From an optimization exercise on the open Yosys and OpenROAD flow, aimed at small area, a short achievable clock period and few clock cycles; shortcuts taken in it are not production practice.
Only simulation tests tie the RTL to the original design; equivalence was not proved.

== run a ==
==> flow/design.v (excerpt) <==
module ccpd_parser (
    input  wire        clk,
    input  wire        rst,
    input  wire        in_valid,
    output wire        in_ready,
    input  wire [31:0] in_data,
    input  wire [2:0]  in_nbytes,
    input  wire        in_last,
    output wire        hdr_valid,
    input  wire        hdr_ready,
    output reg  [4:0]  hdr_type,
    output reg  [2:0]  hdr_bank,
    output reg  [15:0] hdr_len,
    output reg  [2:0]  hdr_variant,
    output reg         hdr_listed,
    output wire        pl_valid,
    input  wire        pl_ready,
    output reg  [31:0] pl_data,
    output wire [2:0]  pl_nbytes,
    output wire        pl_last,
    output wire        done_valid,
    output wire        done_ok,
    output wire [31:0] done_pos,
    output wire [31:0] done_count
);
clock: 5.0 ns
lec_check: 0
cap_margin: 20
core_margin: 2
core_utilization: 40
place_density: 0.6
setup_slack_margin: 1.5
slew_margin: 20
run.sh (not shown) runs the stock make flow with config.mk's settings and CLKGATE_MAP_FILE= SYNTH_SCRIPT=/design/flow/synth_recipe.tcl, a recipe that flattens the netlist after the stock synthesis.
Testbench counts of run a, summed over its fixed seeds: cycles 21,282.
The inputs of run b differ from those of run a as listed below.
--- a/flow/design.v
+++ b/flow/design.v
@@ -203,20 +203,17 @@
     wire        b4   = hc ? ah[4] : d[2];
     wire [1:0]  b10  = hc ? ah[1:0] : d[1:0];
     wire        ok   = (cont && !d_big && (d[2:0] == n))
                     || (hc && h_exact)
                     || (d_zero && (n == 3'd0));
     wire [29:0] bc1      = bc + 30'd1;
     wire [31:0] count1   = count + 32'd1;
     wire [31:0] fpos_new = b4 ? {bc1, 2'b00} : {bc, b10};
-    wire        borrow = ({1'b0, hdr_len[1:0]} < {1'b0, k});
-    wire [1:0]  lo_k   = hdr_len[1:0] - k;
-    wire [14:0] hi_src = hc ? {1'b0, hdr_len[15:2]} : d[16:2];
-    wire [16:0] dn     = {hi_src - {14'd0, !hc || borrow}, hc ? lo_k : d[1:0]};
+    wire [16:0] dn = hc ? ({1'b0, hdr_len} - {15'd0, k}) : (d - 17'd4);
     wire        cn_neg  = !d_big && !d[2];
     wire        cn_zero = !d_big && d[2];
     wire        cn_big  = !d_neg && ((d[15:4] != 12'd0) || (d[3] && (d[2:0] != 3'd0)));
     wire [2:0]  cn_low  = {!d[2], d[1:0]};
     wire [1:0]  pk_nx   = comp ? 2'd0 : hc ? k : pk;
     wire        r_neg  = hc ? ah[5] : cn_neg;
     wire        r_zero = hc ? ah[4] : cn_zero;
     wire        r_big  = hc ? ah[3] : cn_big;
@@ -277,42 +274,42 @@
         else if (retire)
             ps4 <= r_def ? onehot(r_psel) : onehot(2'd0 - (ib_last ? 2'd0 : pk_nx));
         else if (pend && pl_ready)
             ps4 <= onehot(2'd0 - pk);
         if (!rst && load)
             n <= n_in;
     end
     always @(posedge clk) begin
-        if (rst || done_valid) begin
-            fpos  <= 32'd0;
-            count <= 32'd0;
-        end else if (retire && comp) begin
-            fpos  <= fpos_new;
-            count <= count1;
-        end
-    end
-    always @(posedge clk) begin
         if (rst) begin
             ib_full <= 1'b0;
             hs      <= 1'b0;
             fin     <= 1'b0;
             fin_ok  <= 1'b0;
             bc      <= 30'd0;
+            fpos    <= 32'd0;
+            count   <= 32'd0;
         end else begin
             if (act && !retire && hdr_valid && hdr_ready) hs <= 1'b1;
-            if (done_valid)
+            if (done_valid) begin
                 fin   <= 1'b0;
+                fpos  <= 32'd0;
+                count <= 32'd0;
+            end
             if (retire) begin
                 hs   <= 1'b0;
                 prev <= ib_data[31:8];
                 if (c_def || h_def) begin
                     pend_n    <= c_def ? c_rem : h_cnt[1:0];
                     pend_last <= c_def ? c_end : h_end;
                 end
+                if (comp) begin
+                    fpos  <= fpos_new;
+                    count <= count1;
+                end
                 if (ib_last) begin
                     fin    <= 1'b1;
                     fin_ok <= ok;
                     bc     <= 30'd0;
                 end else begin
                     bc     <= bc1;
                 end
             end
## What came out
- Register-to-register slack (lower): run a
- Worst clock skew is higher on run a
- Run b completed; timing, DRC and antenna clean
- Between run a and run b, the flow reports fmax increasing by a few percent.
- Diff run a -> run b: gate count of the mapped netlist up 46, via count has increased.
- End of the critical path = hdr_len[12]: run a; end of the critical path = hdr_len[7]: run b
- Most frequent standard cell in the layout excluding fill and tap cells: nand2_1 -> run b, clkdlybuf4s50_1 -> run a
Testbench counts of run b, summed over its fixed seeds: cycles 21,282.

Setup of exp/fjord:
Another version of the RTL of ccpd_parser (not shown whole).
Size: ~1500 cells after synthesis, about 210 flip-flops, about 170 I/O pins, about 12000 um^2 of cells after synthesis.
// ccpd_parser
module ccpd_parser (
    input  wire        clk,
    input  wire        rst,
    input  wire        in_valid,
    output wire        in_ready,
    input  wire [31:0] in_data,
    input  wire [2:0]  in_nbytes,
    input  wire        in_last,
    output wire        hdr_valid,
    input  wire        hdr_ready,
    output reg  [4:0]  hdr_type,
    output reg  [2:0]  hdr_bank,
    output reg  [15:0] hdr_len,
    output reg  [2:0]  hdr_variant,
    output reg         hdr_listed,
    output wire        pl_valid,
    input  wire        pl_ready,
    output reg  [31:0] pl_data,
    output wire [2:0]  pl_nbytes,
    output wire        pl_last,
    output wire        done_valid,
    output wire        done_ok,
    output wire [31:0] done_pos,
    output wire [31:0] done_count
);
Settings: LEC_CHECK=0, CAP_MARGIN=20, CORE_MARGIN=2, CORE_UTILIZATION=40, PLACE_DENSITY=0.6, SETUP_SLACK_MARGIN=1.75, SLEW_MARGIN=20; clock period 5.0 ns.
Testbench counts of exp/fjord, summed over its fixed seeds: cycles 21,282.
The following lists how exp/juniper was set up differently from exp/fjord:
--- a/flow/design.v
+++ b/flow/design.v
@@ -70,26 +70,24 @@
             over_tab[2] = ((x & 9'd449) == 9'd1) | ((x & 9'd387) == 9'd3) | ((x & 9'd260) == 9'd4) | ((x & 9'd354) == 9'd34) | ((x & 9'd354) == 9'd66);
         end
     endfunction
     function [3:0] onehot;
         input [1:0] v;
         onehot = 4'b0001 << v;
     endfunction
     reg        ib_full;
     reg [31:0] ib_data;
     reg [2:0]  n;              
     reg        ib_last;
     reg [23:0] prev;
-    reg [3:0]  ibv;            
-    reg [3:0]  pvv;            
     reg [16:0] d;              
     reg        d_neg;          
     reg        d_zero;         
     reg        d_big;          
     reg [1:0]  pk;             
     reg [29:0] bc;             
     reg [31:0] fpos;           
     reg [31:0] count;          
     reg        hs;             
     reg        pend;           
     reg [1:0]  pend_n;         
     reg        pend_last;
@@ -119,25 +117,28 @@
     end
     function [3:0] variant_of;      
         input [4:0] t;
         begin
             variant_of[3] = ((t >= 5'd1) && (t <= 5'd6)) || (t == 5'd9) || (t == 5'd10)
                          || ((t >= 5'd12) && (t <= 5'd19));
             variant_of[0] = (t == 5'd1) || (t == 5'd12) || (t == 5'd6);
             variant_of[1] = (t == 5'd2) || (t == 5'd12) || (t == 5'd5);
             variant_of[2] = (t == 5'd4) || (t == 5'd6)  || (t == 5'd5);
         end
     endfunction
     always @(*) begin
-        {hdr_listed, hdr_variant} = hs4[0] ? ibv : pvv;
+        {hdr_listed, hdr_variant} = ({4{hs4[0]}} & variant_of(b0[4:0]))
+                                  | ({4{hs4[3]}} & variant_of(p3[4:0]))
+                                  | ({4{hs4[2]}} & variant_of(p2[4:0]))
+                                  | ({4{hs4[1]}} & variant_of(p1[4:0]));
     end
     function [7:0] after_hdr;       
         input [15:0] ln;
         input [1:0]  kk;
         input [2:0]  nn;
         reg          lt8;
         begin
             lt8 = (ln[15:3] == 13'd0);
             after_hdr = {after_tab({kk, lt8, ln[2:0]}),
                          lt8 && fits_tab({kk, ln[2:0], nn}),
                          lt8 && exact_tab({kk, ln[2:0], nn})};
         end
@@ -198,25 +199,28 @@
     assign done_ok    = fin_ok;
     assign done_pos   = fpos;
     assign done_count = count;
     wire        comp = (cont && c_end) || (hc && h_end);
     wire        b4   = hc ? ah[4] : d[2];
     wire [1:0]  b10  = hc ? ah[1:0] : d[1:0];
     wire        ok   = (cont && !d_big && (d[2:0] == n))
                     || (hc && h_exact)
                     || (d_zero && (n == 3'd0));
     wire [29:0] bc1      = bc + 30'd1;
     wire [31:0] count1   = count + 32'd1;
     wire [31:0] fpos_new = b4 ? {bc1, 2'b00} : {bc, b10};
-    wire [16:0] dn = hc ? ({1'b0, hdr_len} - {15'd0, k}) : (d - 17'd4);
+    wire        borrow = ({1'b0, hdr_len[1:0]} < {1'b0, k});
+    wire [1:0]  lo_k   = hdr_len[1:0] - k;
+    wire [14:0] hi_src = hc ? {1'b0, hdr_len[15:2]} : d[16:2];
+    wire [16:0] dn     = {hi_src - {14'd0, !hc || borrow}, hc ? lo_k : d[1:0]};
     wire        cn_neg  = !d_big && !d[2];
     wire        cn_zero = !d_big && d[2];
     wire        cn_big  = !d_neg && ((d[15:4] != 12'd0) || (d[3] && (d[2:0] != 3'd0)));
     wire [2:0]  cn_low  = {!d[2], d[1:0]};
     wire [1:0]  pk_nx   = comp ? 2'd0 : hc ? k : pk;
     wire        r_neg  = hc ? ah[5] : cn_neg;
     wire        r_zero = hc ? ah[4] : cn_zero;
     wire        r_big  = hc ? ah[3] : cn_big;
     wire [2:0]  r_low  = hc ? ah[2:0] : cn_low;
     wire        r_def  = c_def || h_def;                  
     wire [1:0]  r_psel = c_def ? (2'd0 - pk) : d[1:0];
     wire [2:0]  n_in = (!in_last || in_nbytes[2]) ? 3'd4 : in_nbytes;
@@ -269,60 +273,56 @@
         else if (pl_ready)
             pend <= 1'b0;
         if (rst)
             ps4 <= 4'b0001;
         else if (retire)
             ps4 <= r_def ? onehot(r_psel) : onehot(2'd0 - (ib_last ? 2'd0 : pk_nx));
         else if (pend && pl_ready)
             ps4 <= onehot(2'd0 - pk);
         if (!rst && load)
             n <= n_in;
     end
     always @(posedge clk) begin
+        if (rst || done_valid) begin
+            fpos  <= 32'd0;
+            count <= 32'd0;
+        end else if (retire && comp) begin
+            fpos  <= fpos_new;
+            count <= count1;
+        end
+    end
+    always @(posedge clk) begin
         if (rst) begin
             ib_full <= 1'b0;
             hs      <= 1'b0;
             fin     <= 1'b0;
             fin_ok  <= 1'b0;
             bc      <= 30'd0;
-            fpos    <= 32'd0;
-            count   <= 32'd0;
         end else begin
             if (act && !retire && hdr_valid && hdr_ready) hs <= 1'b1;
-            if (done_valid) begin
+            if (done_valid)
                 fin   <= 1'b0;
-                fpos  <= 32'd0;
-                count <= 32'd0;
-            end
             if (retire) begin
                 hs   <= 1'b0;
                 prev <= ib_data[31:8];
-                pvv  <= ({4{r_low[1:0] == 2'd1}} & variant_of(b1[4:0]))
-                      | ({4{r_low[1:0] == 2'd2}} & variant_of(b2[4:0]))
-                      | ({4{r_low[1:0] == 2'd3}} & variant_of(b3[4:0]));
                 if (c_def || h_def) begin
                     pend_n    <= c_def ? c_rem : h_cnt[1:0];
                     pend_last <= c_def ? c_end : h_end;
                 end
-                if (comp) begin
-                    fpos  <= fpos_new;
-                    count <= count1;
-                end
                 if (ib_last) begin
                     fin    <= 1'b1;
                     fin_ok <= ok;
                     bc     <= 30'd0;
                 end else begin
                     bc     <= bc1;
                 end
             end
             if (in_ready) begin
                 ib_full <= in_valid;
                 if (in_valid) begin
                     ib_data <= in_data;
-                    ibv     <= variant_of(in_data[4:0]);
                     ib_last <= in_last;
                 end
             end
         end
     end
 endmodule
### Flow results
Diff exp/fjord -> exp/juniper: worst path required time went up 1.37 ns, clock-buffer cell count went down 16, sequential cell count went down 3.9%, worst hold slack went up 0.012 ns, sequential share of layout area went down 1.1 points. exp/juniper ends up with a synthesized-area fraction occupied by and/or/nand/nor cells that is 0.27 points lower than in exp/fjord. clkdlybuf4s50_1 as the most frequent standard cell in the layout excluding fill and tap cells was reported by exp/juniper, and nand2_1 by exp/fjord.
Testbench counts of exp/juniper, summed over its fixed seeds: cycles 21,282.

[afterwards: timing with drivers on the ports]
The results above use ideal ports. As a check the final layouts listed here were re-extracted and re-timed, cells and wires unchanged. Step 1: set_driving_cell puts a clkbuf_16 on clk and a buf_2 on each other input, an assumption about the parent block. Step 2 times the ports against the registers' clock, not the clock port: input delays grow and output delays shrink by t, the midpoint of the rising clock arrivals with the driver on. Three values: ideal, step 1, step 2; two values: the first two.
run | t, ns | setup WS [ns] | hold WS [ns] | latest minus earliest clock arrival (ns) | worst data-port slew with drivers (ns)
run a | 0.485 | 1.511 / 1.463 / 1.052 | 0.456 / 0.456 / 0.456 | 0.019 / 0.020 | 0.08
run b | 0.497 | 1.613 / 1.561 / 1.162 | 0.446 / 0.446 / 0.446 | 0.013 / 0.013 | 0.04
exp/fjord | 0.593 | 1.755 / 1.704 / 1.359 | 0.452 / 0.452 / 0.452 | 0.013 / 0.013 | 0.06
exp/juniper | 0.490 | 1.672 / 1.665 / 1.350 | 0.463 / 0.463 / 0.463 | 0.014 / 0.014 | 0.07
After both steps setup and hold are still met in every run listed. The setup slack of run a, which loses most, moves by -0.048 ns with the drivers and by -0.459 ns with both steps.
